Background: an optimization exercise with open tools, aiming at small area. Do not read the settings as production practice. Function was checked by simulation only, so behaviour that the tests miss may differ from the original. No driver is modelled on the clock port, so clock power and skew are understated where the tree is cut down; a real chip needs a root buffer or a tree.

Setup of 08-25:
==> flow/design.v (excerpt) <==
module dr1363_validator (
    input  wire        clk,
    input  wire        rst,         
    input  wire        in_valid,
    input  wire [7:0]  in_data,
    input  wire        in_last,
    output reg         pay_valid,
    output reg  [7:0]  pay_data,
    output reg         res_valid,
    output reg  [7:0]  res_code,
    output reg  [7:0]  res_info,
    output reg  [11:0] res_len
);
    localparam [2:0] E_NONE = 3'b000;
    localparam [2:0] E_MARK = 3'b010;
    localparam [2:0] E_FD   = 3'b110;
    localparam [2:0] E_SREJ = 3'b011;
    localparam [2:0] E_LCHK = 3'b100;
    function [7:0] enc;
        input [7:0] c;
        begin
            enc[7:4] = c[7:4];
            enc[0]   = c[0] ^ c[6];
            enc[1]   = c[1] ^ (c[6] & c[0]);
            enc[2]   = c[2] ^ (c[6] & c[1] & c[0]);
            enc[3]   = c[3] ^ (c[6] & ~(c[2] & c[1] & c[0]));
        end
    endfunction
    function [7:0] dec;
        input [7:0] e;
        begin
            dec[7:4] = e[7:4];
            dec[0]   = e[0] ^ e[6];
            dec[1]   = e[1] ^ (e[6] & ~e[0]);
            dec[2]   = e[2] ^ (e[6] & ~(e[1] | e[0]));
            dec[3]   = e[3] ^ (e[6] & (e[2] | e[1] | e[0]));
        end
    endfunction
    reg  [12:0] c;
    reg  [15:0] ns;           
    reg  [7:0]  dly0, dly1, dly2, dly3;    
    reg  [11:0] rn;           
    wire [11:0] r = ~rn;
    reg  [2:0]  e;
    reg         done;         
    wire        acc   = in_valid && !rst;
    wire        fresh = done;
    wire        is_cr = (in_data == 8'h0D);
    wire        crl   = in_last && is_cr;
    wire [7:0]  in_enc = enc(in_data);
    wire [3:0]  hv    = in_enc[3:0];
    wire        hv_hi = in_enc[3] & (in_enc[2] | in_enc[1]);    
    wire        hx    = hv_hi ? ((in_enc[7:6] == 2'b01) && !in_enc[4])
                              : (in_enc[7:4] == 4'h3);
    wire [7:0]  d3    = dec(dly3);
    wire        neg   = c[12] & c[11];
    wire        sat   = c[12] & ~c[11] & c[0];
    wire        c4096 = c[12] & ~c[11] & ~c[0];
    wire        mid   = acc & ~fresh & c[12];
    wire        j4    = mid & (c[4:0] == 5'b10011);
    wire        j7    = mid & (c[4:0] == 5'b10110);
  ...
For scale: roughly 390 cells after synthesis, roughly 87 flip-flops, ~50 I/O pins, about 0.0040 mm² of cells after synthesis.
export LEC_CHECK = 0
export CAP_MARGIN = 0
export CORE_MARGIN = 2
export CORE_UTILIZATION = 85
export PLACE_DENSITY = 0.92
export SLEW_MARGIN = 0
create_clock -name core_clock -period 8.0 [get_ports {clk}]
standard.sh (not shown) runs the stock make flow with config.mk's settings and CLKGATE_MAP_FILE= SYNTH_SCRIPT=/design/flow/synth_recipe.tcl, a recipe that flattens the netlist after the stock synthesis.
==> flow/flow/run.sh <==
#!/bin/bash
# The standard layout (standard.sh), with three changes:
#  - synthesis is the standard flow's own script (synth_recipe.tcl and ORFS's synth.tcl), except
#    that its single ABC mapping call is replaced by flow/abc_multi.tcl, which maps
#    the logic with each of the area-oriented ABC scripts flow/abc*.script and keeps
#    the smallest result; the registers are the standard synthesis's;
#  - ports are buffered with buf_1 cells;
#  - the clock tree is built by flow/clock_tree.tcl (run as PRE_CTS_TCL) instead of
#    TritonCTS: the clock port drives one inv_4, which drives three inv_12 cells,
#    each driving a third of the registers.
# make's full output goes to layout.log in this folder.
set -euo pipefail
export CLK_NBUF=3
export CLK_ROOT=sky130_fd_sc_hd__inv_4
export CLK_LEAF=sky130_fd_sc_hd__inv_12
here=$(pwd)
sed "s|  log_cmd abc {\*}\$abc_args|  source $here/flow/abc_multi.tcl|" \
  "$FLOW_HOME/scripts/synth.tcl" > synth_area.tcl
grep -q "flow/abc_multi.tcl" synth_area.tcl
sed "s|source \$::env(SCRIPTS_DIR)/synth.tcl|source $here/synth_area.tcl|" synth_recipe.tcl > synth_recipe_area.tcl
grep -q "synth_area.tcl" synth_recipe_area.tcl
bash standard.sh \
  "SYNTH_SCRIPT=$here/synth_recipe_area.tcl" \
  "BUFFER_PORTS_ARGS=-buffer_cell sky130_fd_sc_hd__buf_1" \
  "PRE_CTS_TCL=$here/flow/clock_tree.tcl" \
  finish > layout.log 2>&1
Other scripts of this flow, unchanged in this note and not shown: flow/flow/abc1.script, flow/flow/abc2.script, flow/flow/abc3.script, flow/flow/abc4.script, flow/flow/abc5.script, flow/flow/abc_multi.tcl, flow/flow/clock_tree.tcl
Per the final summary, 08-25 finished and its layout is clean on timing, DRC and antenna.
Setup changes, 08-25 to 01-06
-- flow/config.mk --
<<< 08-25, line 10
export CORE_UTILIZATION = 85
export PLACE_DENSITY = 0.92
>>> 01-06, line 10
export CORE_UTILIZATION = 80
export PLACE_DENSITY = 0.9
- Across both runs, final setup skew was higher for 01-06 than for 08-25.
- 08-25 → 01-06: met3 layer wire length in the routed design higher; number of vias per cell went down by about 4%.
- Re final cell count: 01-06 is 2.7% up on 08-25.
- Compared with 08-25, placement density in the core of 01-06 is lower.
- As of 01-06, wire length of the first global-routing pass had fallen by a few percent compared to 08-25.
- Relative to 08-25, the aggregate global-route resource usage of 01-06 is lower by 3.4 points.
- Weighted congestion reported at the end of routability-driven placement down 6.6% in 01-06 wrt 08-25
- Looking at 01-06 and 08-25, the post-CTS clock slew at the launch and capture registers of the worst setup and hold paths is a wash.
- 08-25 ended up with sky130_fd_sc_hd__nor4_1 as its cell type of the slowest stage on the worst timing path; 01-06 ended up with sky130_fd_sc_hd__fa_1.
In every run of this note, the design's own scripts or RTL, not TritonCTS, make the clock network.

==> re-timing with driven ports <==
No port has a modelled driver above. Below, the same layouts with a new extraction and two added sets of constraints.
Step 1, drivers: a clkbuf_16 drives clk and a buf_2 each remaining input, both assumed.
Step 2, shift: input delay + t, output delay - t, t = (earliest + latest rising clock arrival at the registers) / 2. This alone moves slack from input paths to output paths.
a / b / c = no drivers / after step 1 / after step 2; a / b = the first two.
run | t (ns) | setup WS [ns] | hold WS [ns]
08-25 | 0.258 | 1.158 / 1.165 / 0.907 | 0.419 / 0.419 / 0.419
01-06 | 0.262 | 1.134 / 1.146 / 0.884 | 0.436 / 0.436 / 0.436
After both steps setup and hold are still met in every run listed. For 08-25, which loses most, drivers alone change the setup slack by +0.007 ns; drivers and shift together by -0.251 ns.
